Background: an optimization exercise with open tools, aiming at small area, a short achievable clock period and few clock cycles per item. Do not read the settings as production practice. Function not checked in this run: the RTL went through the layout flow alone. Power figures rest on the tool's default switching activity, not on a simulated workload.

===== flow/flow/run.sh =====
#!/bin/bash
# The standard layout (standard.sh), with plain buf_1 cells as the port buffers
# instead of the default choice (repair_timing resizes them where timing needs it).
set -euo pipefail
bash standard.sh BUFFER_PORTS_ARGS="-buffer_cell sky130_fd_sc_hd__buf_1" finish > standard.log 2>&1

===== flow/standard.sh =====
#!/bin/bash
# synth_recipe.tcl (not shown) runs the flow's synth.tcl, then flattens the netlist and writes it again
# the make line also repeats each setting of config.mk as NAME=value (left out here)
make -C /OpenROAD-flow-scripts/flow DESIGN_CONFIG=/design/flow/config.mk WORK_HOME=/design/flow/orfs CLKGATE_MAP_FILE= SYNTH_SCRIPT=/design/flow/synth_recipe.tcl "${@:-finish}"

===== flow/config.mk =====
export PLATFORM = sky130hd
export DESIGN_NAME = gsm7_alpha
export DESIGN_NICKNAME = gsm7_alpha
export VERILOG_FILES = /design/flow/design.v
export SDC_FILE = /design/flow/constraint.sdc
export NUM_CORES = 4
export LEC_CHECK = 0
export ABC_AREA = 1
export CAP_MARGIN = 20
export CORE_MARGIN = 2
export CORE_UTILIZATION = 40
export CTS_BUF_LIST = sky130_fd_sc_hd__clkbuf_8
export CTS_CLUSTER_SIZE = 40
export SETUP_SLACK_MARGIN = 5
export SLEW_MARGIN = 20

===== flow/constraint.sdc =====
create_clock -name core_clock -period 8.0 [get_ports {clk}]
set_input_delay 1.6000 -clock core_clock [delete_from_list [all_inputs] [get_ports {clk}]]
set_output_delay 1.6000 -clock core_clock [all_outputs]
set_load 0.01 [all_outputs]

===== flow/design.v =====
module gsm7_alpha (
    input  wire        clk,
    input  wire        rst,           
    input  wire        cmd_valid,
    output wire        cmd_ready,
    input  wire [2:0]  cmd_op,
    input  wire [15:0] cmd_len,
    input  wire        in_valid,
    output wire        in_ready,
    input  wire [31:0] in_data,
    output reg         out_valid,
    input  wire        out_ready,
    output wire [20:0] out_data,
    output reg         res_valid,
    input  wire        res_ready,
    output wire [7:0]  res_err,
    output wire [15:0] res_count
);
    reg         idle;         
    reg         inr;          
    reg         is_dec, is_val;
    reg  [1:0]  pol;
    reg         imm, ie1;
    reg  [10:0] rem;          
    reg         st;           
    reg         flt;          
    reg         r_v, s_v;
    reg  [10:0] r_e, s_e;
    reg  [13:0] od;
    reg  [4:0]  err;          
    reg  [11:0] cnt;
    assign cmd_ready = idle;
    assign in_ready  = inr;
    assign out_data  = {7'd0, od};
    assign res_err   = {3'd0, err};
    assign res_count = {4'd0, cnt};
    wire acc = in_valid && inr;
    wire [32:0] i_i = {is_dec, in_data};
    wire [3:0]  i_f;
    wire i_00_;
    wire i_01_;
    wire i_02_;
    wire i_03_;
    wire i_04_;
    wire i_05_;
    wire i_06_;
    wire i_07_;
    wire i_08_;
    wire i_09_;
    wire i_10_;
    wire i_11_;
    wire i_12_;
    wire i_13_;
    wire i_14_;
    wire i_15_;
    wire i_16_;
    wire i_17_;
    wire i_18_;
    wire i_19_;
    wire i_20_;
    wire i_21_;
    wire i_22_;
    wire i_23_;
    wire i_24_;
    wire i_25_;
    wire i_26_;
    wire i_27_;
    wire i_28_;
    wire i_29_;
    wire i_30_;
    wire i_31_;
    wire i_32_;
    wire i_33_;
    wire i_34_;
    wire i_35_;
    wire i_36_;
    wire i_37_;
    wire i_38_;
    wire i_39_;
    wire i_40_;
    wire i_41_;
    wire i_42_;
    wire i_43_;
    wire i_44_;
    wire i_45_;
    wire i_46_;
    wire i_in_bad;
    wire i_in_gk;
    wire i_in_lo;
    assign i_00_ = ~i_i[20];
    assign i_01_ = ~(i_i[17] | i_i[16]);
    assign i_02_ = i_i[19] | i_i[18];
    assign i_03_ = i_01_ & ~(i_02_);
    assign i_04_ = ~(i_03_ & i_00_);
    assign i_05_ = i_i[31] | i_i[29];
    assign i_06_ = i_05_ | i_i[30];
    assign i_07_ = i_i[26] | i_i[25];
    assign i_08_ = i_i[28] | i_i[27];
    assign i_09_ = i_08_ | i_07_;
    assign i_10_ = i_i[22] | i_i[21];
    assign i_11_ = i_i[24] | i_i[23];
    assign i_12_ = i_11_ | i_10_;
    assign i_13_ = i_12_ | i_09_;
    assign i_14_ = i_13_ | i_06_;
    assign i_15_ = ~(i_14_ | i_04_);
    assign i_16_ = ~(i_i[3] & i_i[2]);
    assign i_17_ = i_i[4] | ~(i_i[5]);
    assign i_18_ = i_17_ | i_16_;
    assign i_19_ = i_i[15] | i_i[14];
    assign i_20_ = i_i[0] | i_i[1];
    assign i_21_ = i_20_ | i_19_;
    assign i_22_ = i_21_ | i_18_;
    assign i_23_ = i_i[11] | i_i[10];
    assign i_24_ = i_i[8] | i_i[9];
    assign i_25_ = ~(i_24_ | i_23_);
    assign i_26_ = i_i[6] | ~(i_i[7]);
    assign i_27_ = i_i[12] | ~(i_i[13]);
    assign i_28_ = i_27_ | i_26_;
    assign i_29_ = i_28_ | ~(i_25_);
    assign i_30_ = ~(i_29_ | i_22_);
    assign i_31_ = ~(i_30_ & i_15_);
    assign i_f[0] = i_31_ & i_i[7];
    assign i_32_ = i_i[13] | i_i[12];
    assign i_33_ = i_32_ | i_19_;
    assign i_34_ = i_15_ & ~(i_33_);
    assign i_in_lo = i_34_ & i_25_;
    assign i_35_ = ~(i_i[12] & i_i[11]);
    assign i_36_ = i_i[14] & ~(i_i[13]);
    assign i_37_ = ~(i_36_ & i_i[15]);
    assign i_38_ = i_37_ | i_35_;
    assign i_39_ = i_38_ | i_04_;
    assign i_40_ = ~i_i[32];
    assign i_41_ = ~((i_03_ | i_00_) & i_40_);
    assign i_42_ = ~(i_41_ | i_14_);
    assign i_in_bad = ~((i_42_ & i_39_) | i_in_lo);
    assign i_43_ = i_i[9] & i_i[7];
    assign i_44_ = ~(i_43_ & i_i[8]);
    assign i_45_ = i_44_ | i_23_;
    assign i_46_ = i_45_ | ~(i_34_);
    assign i_in_gk = ~(i_46_ & i_31_);
    assign i_f[3:1] = { i_in_bad, i_in_lo, i_in_gk };
    wire [10:0] in_e = {i_f, in_data[6:0]};
    wire        r_bad = r_e[10];
    wire        r_lo  = r_e[9];
    wire        r_gk  = r_e[8];
    wire [7:0]  b     = r_e[7:0];
    wire        is_enc = !is_dec && !is_val;
    wire        esc    = st;
    wire        half   = st;
    wire        alla   = st;
    wire [11:0] t_i = {is_dec, st, r_e[9:0]};
    wire [15:0] t_y;
    wire t_000_;
    wire t_001_;
    wire t_002_;
    wire t_003_;
    wire t_004_;
    wire t_005_;
    wire t_006_;
    wire t_007_;
    wire t_008_;
    wire t_009_;
    wire t_010_;
    wire t_011_;
    wire t_012_;
    wire t_013_;
    wire t_014_;
    wire t_015_;
    wire t_016_;
    wire t_017_;
    wire t_018_;
    wire t_019_;
    wire t_020_;
    wire t_021_;
    wire t_022_;
    wire t_023_;
    wire t_024_;
    wire t_025_;
    wire t_026_;
    wire t_027_;
    wire t_028_;
    wire t_029_;
    wire t_030_;
    wire t_031_;
    wire t_032_;
    wire t_033_;
    wire t_034_;
    wire t_035_;
    wire t_036_;
    wire t_037_;
    wire t_038_;
    wire t_039_;
    wire t_040_;
    wire t_041_;
    wire t_042_;
    wire t_043_;
    wire t_044_;
    wire t_045_;
    wire t_046_;
    wire t_047_;
    wire t_048_;
    wire t_049_;
    wire t_050_;
    wire t_051_;
    wire t_052_;
    wire t_053_;
    wire t_054_;
    wire t_055_;
    wire t_056_;
    wire t_057_;
    wire t_058_;
    wire t_059_;
    wire t_060_;
    wire t_061_;
    wire t_062_;
    wire t_063_;
    wire t_064_;
    wire t_065_;
    wire t_066_;
    wire t_067_;
    wire t_068_;
    wire t_069_;
    wire t_070_;
    wire t_071_;
    wire t_072_;
    wire t_073_;
    wire t_074_;
    wire t_075_;
    wire t_076_;
    wire t_077_;
    wire t_078_;
    wire t_079_;
    wire t_080_;
    wire t_081_;
    wire t_082_;
    wire t_083_;
    wire t_084_;
    wire t_085_;
    wire t_086_;
    wire t_087_;
    wire t_088_;
    wire t_089_;
    wire t_090_;
    wire t_091_;
    wire t_092_;
    wire t_093_;
    wire t_094_;
    wire t_095_;
    wire t_096_;
    wire t_097_;
    wire t_098_;
    wire t_099_;
    wire t_100_;
    wire t_101_;
    wire t_102_;
    wire t_103_;
    wire t_104_;
    wire t_105_;
    wire t_106_;
    wire t_107_;
    wire t_108_;
    wire t_109_;
    wire t_110_;
    wire t_111_;
    wire t_112_;
    wire t_113_;
    wire t_114_;
    wire t_115_;
    wire t_116_;
    wire t_117_;
    wire t_118_;
    wire t_119_;
    wire t_120_;
    wire t_121_;
    wire t_122_;
    wire t_123_;
    wire t_124_;
    wire t_125_;
    wire t_126_;
    wire t_127_;
    wire t_128_;
    wire t_129_;
    wire t_130_;
    wire t_131_;
    wire t_132_;
    wire t_133_;
    wire t_134_;
    wire t_135_;
    wire t_136_;
    wire t_137_;
    wire t_138_;
    wire t_139_;
    wire t_140_;
    wire t_141_;
    wire t_142_;
    wire t_143_;
    wire t_144_;
    wire t_145_;
    wire t_146_;
    wire t_147_;
    wire t_148_;
    wire t_149_;
    wire t_150_;
    wire t_151_;
    wire t_152_;
    wire t_153_;
    wire t_154_;
    wire t_155_;
    wire t_156_;
    wire t_157_;
    wire t_158_;
    wire t_159_;
    wire t_160_;
    wire t_161_;
    wire t_162_;
    wire t_163_;
    wire t_164_;
    wire t_165_;
    wire t_166_;
    wire t_167_;
    wire t_168_;
    wire t_169_;
    wire t_170_;
    wire t_171_;
    wire t_172_;
    wire t_173_;
    wire t_174_;
    wire t_175_;
    wire t_176_;
    wire t_177_;
    wire t_178_;
    wire t_179_;
    wire t_180_;
    wire t_181_;
    wire t_182_;
    wire t_183_;
    wire t_184_;
    wire t_185_;
    wire t_186_;
    wire t_187_;
    wire t_188_;
    wire t_189_;
    wire t_190_;
    wire t_191_;
    wire t_192_;
    wire t_193_;
    wire t_194_;
    wire t_195_;
    wire t_196_;
    wire t_197_;
    wire t_198_;
    wire t_199_;
    wire t_200_;
    wire t_201_;
    wire t_202_;
    wire t_203_;
    wire t_204_;
    wire t_205_;
    wire t_206_;
    wire t_207_;
    wire t_208_;
    wire t_209_;
    wire t_210_;
    wire t_211_;
    wire t_212_;
    wire t_213_;
    wire t_214_;
    wire t_215_;
    wire t_216_;
    wire t_217_;
    wire t_218_;
    wire t_219_;
    wire t_220_;
    wire t_221_;
    wire t_222_;
    wire t_223_;
    wire t_224_;
    wire t_225_;
    wire t_226_;
    wire t_227_;
    wire t_228_;
    wire t_229_;
    wire t_230_;
    wire t_231_;
    wire t_232_;
    wire t_233_;
    wire t_234_;
    wire t_235_;
    wire t_236_;
    wire t_237_;
    wire t_238_;
    wire t_239_;
    wire t_240_;
    wire t_241_;
    wire t_242_;
    wire t_243_;
    wire t_244_;
    wire t_245_;
    wire t_246_;
    wire t_247_;
    wire t_248_;
    wire t_249_;
    wire t_250_;
    wire t_251_;
    wire t_252_;
    wire t_253_;
    wire t_254_;
    wire t_255_;
    wire t_256_;
    wire t_257_;
    wire t_258_;
    wire t_259_;
    wire t_260_;
    wire t_261_;
    wire t_262_;
    wire t_263_;
    wire t_264_;
    wire t_265_;
    wire t_266_;
    wire t_267_;
    wire t_268_;
    wire t_269_;
    wire t_270_;
    wire t_271_;
    wire t_272_;
    wire t_273_;
    wire t_274_;
    wire t_275_;
    wire t_276_;
    wire t_277_;
    wire t_278_;
    wire t_279_;
    wire t_280_;
    wire t_281_;
    wire t_282_;
    wire t_283_;
    wire t_284_;
    wire t_285_;
    wire t_286_;
    wire t_287_;
    wire t_288_;
    wire t_289_;
    wire t_290_;
    wire t_291_;
    wire t_292_;
    wire t_293_;
    wire t_294_;
    assign t_144_ = ~t_i[7];
    assign t_155_ = t_i[2] & t_i[1];
    assign t_164_ = t_i[3] & ~(t_155_);
    assign t_174_ = t_i[2] & t_i[0];
    assign t_185_ = t_i[0] & t_i[4];
    assign t_195_ = ~((t_185_ & t_i[1]) | t_174_);
    assign t_206_ = ~t_195_;
    assign t_216_ = ~t_i[0];
    assign t_227_ = t_216_ & ~(t_155_);
    assign t_229_ = t_i[1] | ~(t_i[3]);
    assign t_230_ = t_229_ & ~(t_i[4]);
    assign t_231_ = ~((t_230_ & t_227_) | (t_206_ & t_164_));
    assign t_232_ = t_i[6] & ~(t_i[3]);
    assign t_233_ = t_i[3] & ~(t_i[6]);
    assign t_234_ = ~(t_233_ | t_232_);
    assign t_235_ = t_i[2] & ~(t_i[4]);
    assign t_236_ = t_235_ | t_i[0];
    assign t_237_ = t_i[2] & ~(t_i[1]);
    assign t_238_ = ~t_237_;
    assign t_239_ = t_i[4] & ~(t_i[0]);
    assign t_240_ = ~t_239_;
    assign t_241_ = ~((t_240_ | t_238_) & (t_236_ | t_234_));
    assign t_242_ = ~(t_i[2] | t_i[3]);
    assign t_243_ = ~(t_242_ & t_i[0]);
    assign t_244_ = ~t_i[6];
    assign t_245_ = t_244_ & ~(t_229_);
    assign t_246_ = t_i[4] & ~(t_i[2]);
    assign t_247_ = t_246_ | t_235_;
    assign t_248_ = t_245_ & ~(t_247_);
    assign t_249_ = ~t_248_;
    assign t_250_ = ~((t_243_ | t_i[1]) & t_249_);
    assign t_251_ = t_250_ | t_241_;
    assign t_252_ = t_231_ & ~(t_251_);
    assign t_253_ = t_i[8] | ~(t_i[9]);
    assign t_254_ = t_i[6] & t_i[7];
    assign t_255_ = t_254_ & ~(t_253_);
    assign t_256_ = ~t_i[4];
    assign t_257_ = ~(t_i[2] | t_i[0]);
    assign t_258_ = ~(t_i[3] | t_i[1]);
    assign t_259_ = t_258_ & t_257_;
    assign t_260_ = t_256_ & ~(t_259_);
    assign t_261_ = t_i[2] & t_i[3];
    assign t_262_ = t_i[3] & t_i[1];
    assign t_263_ = ~t_262_;
    assign t_264_ = ~((t_263_ | t_216_) & t_i[4]);
    assign t_265_ = ~(t_264_ | t_261_);
    assign t_266_ = ~(t_265_ | t_260_);
    assign t_267_ = t_266_ & ~(t_244_);
    assign t_268_ = t_i[2] & ~(t_i[0]);
    assign t_269_ = t_i[0] & ~(t_i[2]);
    assign t_270_ = ~(t_269_ | t_268_);
    assign t_271_ = ~(t_270_ & t_238_);
    assign t_272_ = t_267_ & ~(t_271_);
    assign t_273_ = t_i[5] | ~(t_i[4]);
    assign t_274_ = ~t_i[3];
    assign t_275_ = t_i[4] | ~(t_i[5]);
    assign t_276_ = t_274_ & ~(t_275_);
    assign t_277_ = t_273_ & ~(t_276_);
    assign t_278_ = t_272_ & ~(t_277_);
    assign t_279_ = ~t_i[1];
    assign t_280_ = ~t_269_;
    assign t_281_ = ~t_i[5];
    assign t_282_ = t_i[4] & ~(t_i[3]);
    assign t_283_ = t_i[3] & ~(t_i[4]);
    assign t_284_ = ~((t_283_ & t_281_) | t_282_);
    assign t_285_ = ~((t_284_ | t_280_) & (t_240_ | t_274_));
    assign t_286_ = t_235_ & ~(t_i[3]);
    assign t_287_ = t_i[1] & ~(t_i[3]);
    assign t_288_ = t_287_ & t_268_;
    assign t_289_ = t_288_ | t_286_;
    assign t_290_ = ~((t_285_ & t_279_) | t_289_);
    assign t_291_ = t_278_ | ~(t_290_);
    assign t_292_ = t_291_ & t_255_;
    assign t_293_ = t_292_ & ~(t_252_);
    assign t_294_ = ~((t_264_ | t_261_) & (t_260_ | t_234_));
    assign t_000_ = ~((t_294_ & t_144_) | t_293_);
    assign t_001_ = t_i[5] & ~(t_000_);
    assign t_002_ = ~((t_i[7] | t_256_) & t_281_);
    assign t_003_ = ~(t_i[2] | t_i[1]);
    assign t_004_ = t_003_ | t_144_;
    assign t_005_ = ~(t_i[1] | t_i[0]);
    assign t_006_ = t_005_ & ~(t_i[6]);
    assign t_007_ = ~t_006_;
    assign t_008_ = ~((t_004_ | t_270_) & t_007_);
    assign t_009_ = ~(t_008_ | t_002_);
    assign t_010_ = t_i[8] | ~(t_i[5]);
    assign t_011_ = t_216_ & ~(t_229_);
    assign t_012_ = ~(t_011_ & t_i[2]);
    assign t_013_ = t_012_ & t_010_;
    assign t_014_ = t_013_ & ~(t_009_);
    assign t_015_ = ~(t_014_ | t_001_);
    assign t_016_ = ~t_015_;
    assign t_017_ = ~(t_i[9] | t_i[6]);
    assign t_018_ = ~(t_017_ & t_i[8]);
    assign t_019_ = t_144_ ? t_281_ : t_273_;
    assign t_020_ = t_019_ | t_018_;
    assign t_021_ = ~t_164_;
    assign t_022_ = ~t_i[2];
    assign t_023_ = ~t_005_;
    assign t_024_ = ~((t_022_ | t_256_) & t_023_);
    assign t_025_ = ~((t_269_ | t_262_) & (t_216_ | t_i[4]));
    assign t_026_ = t_i[1] & t_i[5];
    assign t_027_ = t_244_ & ~(t_026_);
    assign t_028_ = ~((t_240_ | t_238_) & t_027_);
    assign t_029_ = t_025_ & ~(t_028_);
    assign t_030_ = ~((t_024_ | t_021_) & t_029_);
    assign t_031_ = t_i[7] & ~(t_018_);
    assign t_032_ = t_277_ | ~(t_031_);
    assign t_033_ = t_032_ | t_257_;
    assign t_034_ = ~((t_033_ | t_030_) & (t_020_ | t_016_));
    assign t_035_ = ~((t_031_ & t_256_) | t_255_);
    assign t_036_ = t_i[5] & ~(t_174_);
    assign t_037_ = t_256_ & ~(t_036_);
    assign t_038_ = ~((t_257_ | t_i[5]) & t_037_);
    assign t_039_ = t_i[0] & ~(t_283_);
    assign t_040_ = ~t_039_;
    assign t_041_ = ~((t_237_ & t_i[5]) | t_040_);
    assign t_042_ = t_038_ | ~(t_041_);
    assign t_043_ = t_281_ & ~(t_266_);
    assign t_044_ = t_245_ & ~(t_i[0]);
    assign t_045_ = ~((t_044_ & t_043_) | t_267_);
    assign t_046_ = t_144_ & ~(t_253_);
    assign t_047_ = ~(t_046_ & t_271_);
    assign t_048_ = ~((t_047_ | t_045_) & (t_042_ | t_035_));
    assign t_049_ = ~(t_048_ | t_034_);
    assign t_y[15] = ~t_049_;
    assign t_050_ = ~((t_286_ & t_227_) | (t_231_ & t_281_));
    assign t_051_ = t_050_ & t_283_;
    assign t_052_ = ~(t_i[6] | t_i[5]);
    assign t_053_ = ~t_052_;
    assign t_054_ = t_053_ & ~(t_267_);
    assign t_055_ = ~((t_272_ & t_281_) | t_054_);
    assign t_056_ = t_051_ | ~(t_055_);
    assign t_057_ = ~(t_056_ & t_046_);
    assign t_058_ = ~t_i[9];
    assign t_059_ = ~t_050_;
    assign t_060_ = ~((t_059_ & t_i[7]) | t_i[6]);
    assign t_061_ = ~((t_059_ | t_i[7]) & t_060_);
    assign t_062_ = ~(t_261_ | t_242_);
    assign t_063_ = t_062_ | t_i[5];
    assign t_064_ = ~(t_i[0] & t_i[7]);
    assign t_065_ = t_254_ | ~(t_064_);
    assign t_066_ = t_065_ & t_063_;
    assign t_067_ = t_066_ | t_267_;
    assign t_068_ = ~((t_061_ & t_279_) | t_067_);
    assign t_069_ = ~(t_003_ | t_155_);
    assign t_070_ = t_069_ | t_i[6];
    assign t_071_ = t_070_ | ~(t_266_);
    assign t_072_ = t_071_ & ~(t_059_);
    assign t_073_ = t_072_ | t_010_;
    assign t_074_ = t_073_ | t_068_;
    assign t_075_ = t_287_ | ~(t_229_);
    assign t_076_ = ~((t_239_ | t_i[3]) & t_036_);
    assign t_077_ = t_075_ & ~(t_076_);
    assign t_078_ = t_i[2] & ~(t_i[6]);
    assign t_079_ = t_078_ | ~(t_077_);
    assign t_080_ = t_253_ | t_i[6];
    assign t_081_ = t_080_ | t_064_;
    assign t_082_ = t_276_ & ~(t_081_);
    assign t_083_ = t_032_ & ~(t_082_);
    assign t_084_ = ~t_174_;
    assign t_085_ = ~t_036_;
    assign t_086_ = ~((t_085_ & t_279_) | (t_026_ & t_084_));
    assign t_087_ = ~(t_242_ & t_216_);
    assign t_088_ = ~(t_087_ | t_086_);
    assign t_089_ = ~((t_088_ | t_083_) & (t_079_ | t_035_));
    assign t_090_ = ~(t_089_ | t_292_);
    assign t_091_ = ~((t_074_ | t_058_) & t_090_);
    assign t_092_ = t_057_ & ~(t_091_);
    assign t_y[14] = ~t_092_;
    assign t_093_ = t_i[10] & ~(t_i[7]);
    assign t_094_ = ~t_038_;
    assign t_095_ = ~t_185_;
    assign t_096_ = ~((t_237_ & t_274_) | t_235_);
    assign t_097_ = ~((t_096_ | t_262_) & (t_069_ | t_095_));
    assign t_098_ = ~((t_097_ & t_052_) | (t_054_ & t_i[3]));
    assign t_099_ = ~t_098_;
    assign t_100_ = ~t_268_;
    assign t_101_ = t_044_ | t_264_;
    assign t_102_ = ~((t_101_ | t_100_) & (t_249_ | t_216_));
    assign t_103_ = ~(t_075_ | t_234_);
    assign t_104_ = ~((t_103_ & t_094_) | (t_102_ & t_099_));
    assign t_105_ = t_093_ & ~(t_104_);
    assign t_106_ = ~(t_i[0] & t_i[6]);
    assign t_107_ = t_i[11] & ~(t_106_);
    assign t_y[13] = t_107_ & t_105_;
    assign t_108_ = ~t_i[11];
    assign t_109_ = t_093_ & t_248_;
    assign t_110_ = t_109_ & ~(t_281_);
    assign t_111_ = ~(t_110_ | t_105_);
    assign t_112_ = t_111_ & ~(t_108_);
    assign t_113_ = ~t_069_;
    assign t_114_ = ~((t_113_ & t_185_) | (t_i[2] & t_i[4]));
    assign t_115_ = ~((t_114_ | t_063_) & t_244_);
    assign t_116_ = t_115_ ? t_266_ : t_059_;
    assign t_117_ = t_116_ & t_112_;
    assign t_118_ = ~(t_117_ | t_y[13]);
    assign t_y[8] = t_265_ & ~(t_118_);
    assign t_y[7] = ~t_118_;
    assign t_119_ = ~t_112_;
    assign t_120_ = ~t_272_;
    assign t_121_ = t_i[5] | t_i[4];
    assign t_122_ = t_243_ & ~(t_121_);
    assign t_123_ = t_122_ & ~(t_072_);
    assign t_124_ = ~((t_123_ | t_115_) & (t_026_ | t_120_));
    assign t_125_ = t_174_ & ~(t_070_);
    assign t_126_ = t_077_ | ~(t_266_);
    assign t_127_ = t_046_ & ~(t_244_);
    assign t_128_ = ~t_082_;
    assign t_129_ = ~((t_128_ | t_069_) & t_108_);
    assign t_130_ = ~((t_127_ & t_126_) | t_129_);
    assign t_131_ = t_293_ | ~(t_130_);
    assign t_132_ = t_131_ | t_034_;
    assign t_133_ = ~((t_125_ & t_091_) | t_132_);
    assign t_134_ = t_111_ | t_069_;
    assign t_135_ = t_288_ | t_i[5];
    assign t_136_ = ~((t_280_ | t_263_) & (t_229_ | t_i[0]));
    assign t_137_ = ~((t_136_ | t_135_) & (t_052_ | t_294_));
    assign t_138_ = ~((t_052_ & t_294_) | t_137_);
    assign t_139_ = ~(t_030_ | t_259_);
    assign t_140_ = ~((t_139_ | t_101_) & t_i[11]);
    assign t_141_ = t_140_ | t_138_;
    assign t_142_ = t_134_ & ~(t_141_);
    assign t_143_ = t_142_ | t_112_;
    assign t_y[6] = ~((t_143_ | t_133_) & (t_124_ | t_119_));
    assign t_145_ = t_111_ | t_269_;
    assign t_146_ = t_145_ | t_274_;
    assign t_147_ = ~(t_146_ & t_i[5]);
    assign t_148_ = t_139_ | t_108_;
    assign t_149_ = ~(t_148_ | t_272_);
    assign t_150_ = ~((t_092_ & t_049_) | t_i[11]);
    assign t_151_ = t_283_ | t_281_;
    assign t_152_ = ~((t_113_ & t_281_) | t_i[7]);
    assign t_153_ = ~((t_151_ | t_023_) & t_152_);
    assign t_154_ = ~((t_153_ | t_043_) & (t_000_ | t_281_));
    assign t_156_ = t_074_ & ~(t_154_);
    assign t_y[5] = ~((t_156_ & t_150_) | (t_149_ & t_147_));
    assign t_157_ = ~t_155_;
    assign t_158_ = ~t_292_;
    assign t_159_ = ~((t_023_ & t_084_) | t_266_);
    assign t_160_ = t_128_ & ~(t_092_);
    assign t_161_ = ~((t_160_ | t_157_) & (t_159_ | t_158_));
    assign t_162_ = t_150_ & ~(t_161_);
    assign t_y[4] = ~((t_162_ & t_015_) | t_142_);
    assign t_163_ = t_262_ & ~(t_235_);
    assign t_165_ = ~((t_163_ | t_278_) & t_095_);
    assign t_166_ = ~((t_165_ & t_157_) | t_083_);
    assign t_167_ = ~(t_i[2] & t_i[6]);
    assign t_168_ = ~(t_i[8] | t_i[7]);
    assign t_169_ = ~((t_167_ | t_256_) & t_168_);
    assign t_170_ = ~((t_169_ & t_086_) | (t_035_ & t_274_));
    assign t_171_ = ~(t_170_ | t_292_);
    assign t_172_ = t_166_ ? t_170_ : t_171_;
    assign t_173_ = t_165_ & ~(t_099_);
    assign t_y[3] = ~((t_173_ & t_112_) | (t_172_ & t_150_));
    assign t_175_ = ~(t_163_ & t_256_);
    assign t_176_ = t_i[4] & ~(t_i[1]);
    assign t_177_ = ~(t_176_ & t_062_);
    assign t_178_ = ~((t_005_ | t_258_) & t_256_);
    assign t_179_ = ~((t_095_ | t_279_) & t_244_);
    assign t_180_ = ~((t_268_ & t_274_) | t_179_);
    assign t_181_ = ~((t_180_ & t_178_) | (t_084_ & t_i[6]));
    assign t_182_ = t_177_ & ~(t_181_);
    assign t_183_ = t_i[2] & ~(t_109_);
    assign t_184_ = t_055_ ? t_182_ : t_183_;
    assign t_186_ = ~(t_184_ & t_175_);
    assign t_187_ = t_i[11] & ~(t_105_);
    assign t_188_ = ~((t_007_ & t_021_) | (t_144_ & t_i[5]));
    assign t_189_ = t_188_ & ~(t_043_);
    assign t_190_ = ~((t_287_ | t_216_) & t_i[7]);
    assign t_191_ = t_190_ & ~(t_022_);
    assign t_192_ = t_191_ & ~(t_267_);
    assign t_193_ = ~((t_192_ & t_061_) | t_189_);
    assign t_y[2] = ~((t_193_ & t_162_) | (t_187_ & t_186_));
    assign t_194_ = t_055_ ? t_251_ : t_i[1];
    assign t_196_ = ~((t_287_ & t_246_) | t_108_);
    assign t_197_ = ~((t_194_ | t_146_) & t_196_);
    assign t_198_ = ~((t_194_ & t_146_) | t_197_);
    assign t_199_ = t_i[5] | ~(t_i[3]);
    assign t_200_ = ~((t_199_ & t_i[4]) | t_i[2]);
    assign t_201_ = t_200_ & t_292_;
    assign t_202_ = t_150_ & ~(t_201_);
    assign t_203_ = ~t_189_;
    assign t_204_ = ~t_287_;
    assign t_205_ = ~((t_204_ & t_254_) | t_082_);
    assign t_207_ = t_185_ & ~(t_205_);
    assign t_208_ = t_167_ & ~(t_207_);
    assign t_209_ = ~((t_208_ | t_203_) & (t_205_ | t_022_));
    assign t_210_ = ~(t_209_ | t_068_);
    assign t_y[1] = ~((t_210_ & t_202_) | t_198_);
    assign t_211_ = t_153_ | ~(t_267_);
    assign t_212_ = ~((t_254_ & t_235_) | (t_i[3] & t_058_));
    assign t_213_ = ~((t_212_ & t_211_) | (t_155_ & t_281_));
    assign t_214_ = t_144_ & ~(t_213_);
    assign t_215_ = t_282_ | ~(t_155_);
    assign t_217_ = ~((t_215_ & t_177_) | t_053_);
    assign t_218_ = ~((t_204_ | t_058_) & t_041_);
    assign t_219_ = t_218_ | t_285_;
    assign t_220_ = t_219_ | t_217_;
    assign t_221_ = ~((t_220_ | t_214_) & (t_213_ | t_i[0]));
    assign t_222_ = t_216_ & ~(t_217_);
    assign t_223_ = t_222_ & ~(t_272_);
    assign t_224_ = ~((t_287_ & t_i[2]) | t_245_);
    assign t_225_ = ~((t_224_ | t_040_) & (t_078_ | t_263_));
    assign t_226_ = ~((t_225_ & t_055_) | (t_223_ & t_111_));
    assign t_228_ = ~((t_223_ | t_145_) & t_226_);
    assign t_y[0] = ~((t_228_ & t_i[11]) | (t_221_ & t_202_));
    assign t_y[12:9] = { 3'h0, t_y[8] };
    wire [1:0]  cls   = t_y[15:14];      
    wire [13:0] t_d   = t_y[13:0];
    wire        alpha = cls[1] ^ cls[0];
    wire xd = r_lo && (b == 8'h0A || b == 8'h14 || b == 8'h28 || b == 8'h29 || b == 8'h2F ||
                       b == 8'h3C || b == 8'h3D || b == 8'h3E || b == 8'h40 || b == 8'h65);
    wire xe = (r_gk && b == 8'h2C) ||
              (r_lo && (b == 8'h0C || b == 8'h5B || b == 8'h5C || b == 8'h5D || b == 8'h5E ||
                        b == 8'h7B || b == 8'h7C || b == 8'h7D || b == 8'h7E));
    wire can_out = !out_valid || out_ready;
    wire pe      = r_v && !res_valid;
    wire go      = pe && can_out;
    wire f13  = r_bad;
    wire f14  = is_dec && !esc && b[7];
    wire fna  = is_enc && !alpha && (pol[0] == pol[1]);      
    wire flt_now = go && !flt && (f13 || f14 || fna);
    wire [4:0] f_code = {f13 || f14, 1'b0, f14 && !f13, f13 || (fna && pol[0]), f13 || (fna && !pol[0])};
    wire emit = !flt && (is_dec ? (esc || (b != 8'h1B && !b[7])) : (!is_val && (alpha || pol != 2'd2)));
    wire keep = !flt && !r_bad && (is_dec ? (esc && !xd) : (!is_val && xe && !half));
    wire cons = go && !keep;
    wire ovr_a0 = is_dec && esc && !xd;
    wire ovr_1b = !is_dec && xe && !half;
    wire drained = ((rem == 11'd0) || imm) && !r_v && !s_v;
    wire tail    = !idle && is_dec && esc && !flt && drained;
    wire tail_go = tail && can_out;
    wire fin     = !idle && drained && !tail && !res_valid && can_out;
    wire r_v_n = cons ? (s_v || acc) : (r_v || acc);
    wire r_ld  = !r_v || cons;
    wire s_v_n = cons ? (s_v && acc) : (s_v || (r_v && acc));
    wire rem1  = (rem == 11'd1);
    wire c_op  = (cmd_op[2:1] == 2'b11);
    wire c_len = (cmd_len > 16'd1024);
    wire c_imm = c_op || c_len;
    always @(posedge clk) begin
        r_e <= ({11{r_ld && !s_v}} & in_e) | ({11{r_ld && s_v}} & s_e) | ({11{!r_ld}} & r_e);
        if (!s_v || cons)
            s_e <= in_e;
        if (go || tail_go)
            od <= (tail || ovr_a0) ? 14'h00A0 : ovr_1b ? 14'h001B : t_d;
        if (idle) begin
            is_dec <= (cmd_op == 3'd5);
            is_val <= (cmd_op == 3'd4);
            pol    <= cmd_op[1:0];
            imm    <= c_imm;
            ie1    <= !c_op;
            rem    <= cmd_len[10:0];
            st     <= (cmd_op == 3'd4) && (cmd_len != 16'd0);
            flt    <= 1'b0;
        end else begin
            rem <= rem - {10'd0, acc};
            if (go && !flt) begin
                if (is_dec)      st <= !esc && (b == 8'h1B);
                else if (is_val) st <= alla && alpha;
                else             st <= xe && !half;
            end
            if (flt_now) flt <= 1'b1;
            if (tail_go) st <= 1'b0;
        end
        if (rst) begin
            idle      <= 1'b1;
            inr       <= 1'b0;
            r_v       <= 1'b0;
            s_v       <= 1'b0;
            out_valid <= 1'b0;
            res_valid <= 1'b0;
            err       <= 5'd0;
            cnt       <= 12'd0;
        end else begin
            r_v <= r_v_n;
            s_v <= s_v_n;
            out_valid <= (go && emit) || tail_go || (out_valid && !out_ready);
            res_valid <= fin || (res_valid && !res_ready);
            if (idle)
                idle <= !cmd_valid;
            else if (fin)
                idle <= 1'b1;
            if (idle)
                inr <= cmd_valid && !c_imm && (cmd_len != 16'd0);
            else
                inr <= !imm && (rem != 11'd0) && !(rem1 && acc) && !(r_v_n && s_v_n);
            if (res_valid && res_ready)
                err <= 5'd0;
            else if (fin && imm)
                err <= {3'b100, ie1, 1'b0};
            else if (flt_now)
                err <= f_code;
            if (res_valid && res_ready)
                cnt <= 12'd0;
            else if (fin && (flt || is_val))
                cnt <= {11'd0, is_val && !imm && alla && !flt};
            else
                cnt <= cnt + {11'd0, out_valid && out_ready};
        end
    end
endmodule

==> reports/metrics.cfg <==
[run_status]
status=complete, no violations

[logic_synthesis]
synth.most_common_cell=nand2_1
ys.flop_type=dfxtp_1
ys_ff_latch=73
synth.avg_cell_area_um2=7.100
synth_top_area_share_pct=16.78
seq_area_frac_synth_pct=32.45
syn_inst=756
synth_area_mm2=0.005368
synth_edf_count=28
synth_top_cell_by_area=dfxtp_1
synth.distinct_cells=53
synth_area_leaders=dfxtp_1 17%, edfxtp_1 16%, nand2_1 12%
ys_async_sr_fraction_pct=0
synth_warnings=1
synth_common_cells=165 x nand2_1, 83 x inv_1, 76 x nor2_1

[route]
firstDrtPassIters=5
postRouteAntennaNets=0
vias_per_cell=5.337
wl_mm=17.48
wl_per_cell_um=16.52
drtIter0Drc=472
vias=5647
drc=0

[global_route]
grt_overflow=0
grt_pass1_wl_mm=26.88
grt_pass1_vias=5142
grt_max_degree=26
antenna_found_initial=0
grt_usage_pct=24.14

[setup_path]
crit_fanout=15
start_kind=flip-flop
cp.arrival_ps=3270
r2r_slack_ps=4990
crit_required_ps=8260
end_kind=flip-flop
critPathSlowestCell=dfxtp_4
rr_startpoint=r_e[6]$_DFF_P_
crit_type=flip-flop to flip-flop
cp-startpoint=r_e[6]$_DFF_P_
critPathMaxStageDelay_ps=500
path_cells=inv_2, nand2_1, nand2_1, nor3_1, nor3_2, nand3_2, nand4_1, nand4_1, nand2_2, a311oi_2, ha_1, inv_2, nand4_1, a21oi_2, inv_2, a21oi_2, nor2_1

[sta]
skew_ps=11.13
finalSetupViolCount=0
period_share_pct=37.68
slew_violations=0
fin_crit_ps=3014
rsz0062_at_grt=true
max_slew.worst_pin.slew_ps=511.1
fin_tns_setup_ps=0
relSlewSlack_pct=65.93
worst_hold_slack_ps=461.9
max_freq_ghz=0.3317
hold_viol=0

[min_path]
min-delay-start=s_e[4]$_DFFE_PP_
hold_path.class=flip-flop to flip-flop

[clock_network]
root_buffer=clkbuf_8
cts_tree=done
cts_buffers=9
clockBufferDepth=2
hold_buffers=0
clkTransAtPathRegs_ps=70
clock_latency_ps=370
clock-sinks=73
htree_levels=3

[floorplanning]
dieArea_mm2=0.01436
die_y_um=119.8
rows=42
pin_count=106
die_w_um=119.8
core_area_mm2=0.01319
start_util_pct=40.69

[pwr]
pwr-share-comb_pct=23.0
p_switching_mw=0.2984
switching_share_pct=31.01
cellPowerDensity_mw_per_mm2=146.4
pwr-share-seq_pct=44.5
p_int_mw=0.6640
leakagePower_nw=2.724
ir_drop_mv=0.07861
p_total_mw=0.9624
power_frac_clock_pct=32.6

[cells_and_area]
antennaDiodeCount=0
nets=958
postLayoutCoreUtil_pct=49.82
areaGrowthSynthToFinish_pct=22.42
drive_gt1_share_pct=19.73
design_area_mm2=0.006571
fill_cells=1367

[placement]
io_buffers=87
placedInstanceArea_mm2=0.005722
place_congestion=1.072
hpwl_mm=13.00

[flow_run]
maxCapViolCount=0

## power by group through the flow
stage	logic [mW]	clock network [mW]	registers, mW
after floorplan	0.135	0	0.425
after global placement	0.183	0	0.438
after detailed placement	0.177	0	0.438
after CTS	0.194	0.323	0.428
after global routing	0.242	0.337	0.430
final	0.221	0.313	0.428
## placed cells by master, fill, tap and decap left out, drive strengths merged, types with 11 or more instances in the layout
| cell | count |
|---|---|
| o21ai | 43 |
| edfxtp | 28 |
| a31oi | 13 |
| nand2 | 177 |
| nand3 | 62 |
| buf | 131 |
| inv | 94 |
| nor2 | 81 |
| a21oi | 34 |
| o211ai | 11 |
| dfxtp | 45 |
| ha | 24 |
| nand4 | 21 |
| conb | 18 |
| nor3 | 24 |
## critical path, delay by kind of cell, from the launching register on
kind / cells / cell delay [ps]
AO/OA/AOI/OAI: 3 / 630
adder cells (fa/ha/maj): 1 / 290
buffers and inverters: 3 / 380
flip-flops: 1 / 500
AND/OR/NAND/NOR: 10 / 1120
## repair_timing
item	CTS	global route
setup endpoints to repair	14	15
setup buffers	20	23
pin swaps	6	22
gates resized for setup	37	53
## per-layer routing
layer / up-vias / part of all wire [%] / track usage (%)
li1: 2768 / - / -
met1: 2528 / 43 / 32.10
met2: 284 / 44 / 37.32
met3: 67 / 8.2 / 5.276
met4: 0 / 4.7 / 11.32
met5: - / 0 / 0
## flip-flops by register name, summed over array words and instances, names as in the netlist, 2 cells and up
name  flops
od       10
r_e      11
s_e      11
cnt      12
rem      11
pol       2
err       4
## logic make-up after synthesis
| kind of cell | share of synthesized area, % |
|---|---|
| adders and majority gates | 5.594 |
| AOI/OAI and AO/OA | 15.69 |
| buffers and inverters | 11.72 |
| DFF | 32.45 |
| xor gates and xnor gates | 1.469 |
| other | 0.06986 |
| and+or+nand+nor | 33.01 |
## through the flow
| stage | std cells | worst slack, ps |
|---|---|---|
| after floorplan | 773 | 5019 |
| after global placement | 999 | 4306 |
| after detailed placement | 999 | 4249 |
| after global routing | 1058 | 4837 |
| after CTS | 1035 | 5002 |
| final | 1058 | 4986 |
## layout make-up
cell class / instances / area (µm²) / share of cell area (%)
Multi-Input combinational cell: 567 / 3289 / 50.06
Sequential cell: 73 / 1769 / 26.92
Timing Repair Buffer: 131 / 673.1 / 10.24
Inverter: 95 / 406.6 / 6.188
Tap cell: 176 / 220.2 / 3.351
Clock buffer: 10 / 137.6 / 2.094
Clock inverter: 6 / 75.07 / 1.142
## final timing paths
check | depth (start not counted) | end
worst max-delay path | 17 | err[2]$_SDFFE_PP0N_
worst min-delay path | 2 | r_e[4]$_DFF_P_
worst max register to register | 17 | err[2]$_SDFFE_PP0N_
worst min register to register | 2 | r_e[4]$_DFF_P_

[re-timing with driven ports]
In the flow no input, the clock included, has a driving cell. The finished layout below was timed again as built, in two steps. Step 1: set_driving_cell puts a clkbuf_16 on clk and a buf_2 on each other input, an assumption about the parent block. Step 2, shift: input delay + t, output delay - t, t = (earliest + latest rising clock arrival at the registers) / 2. This alone moves slack from input paths to output paths. a / b / c = ideal ports / drivers / drivers and shift; a / b = the first two.
shift t [ns]: 0.399
slack for setup (ns): 4.986 / 4.986 / 4.833
hold slack, ns: 0.462 / 0.462 / 0.462
slew at the worst register clock pin (ns): 0.08 / 0.08
worst slew at a driven data input, ns: 0.03
After both steps this run still meets setup and hold. For this run, drivers alone change the setup slack by 0.000 ns; drivers and shift together by -0.153 ns.
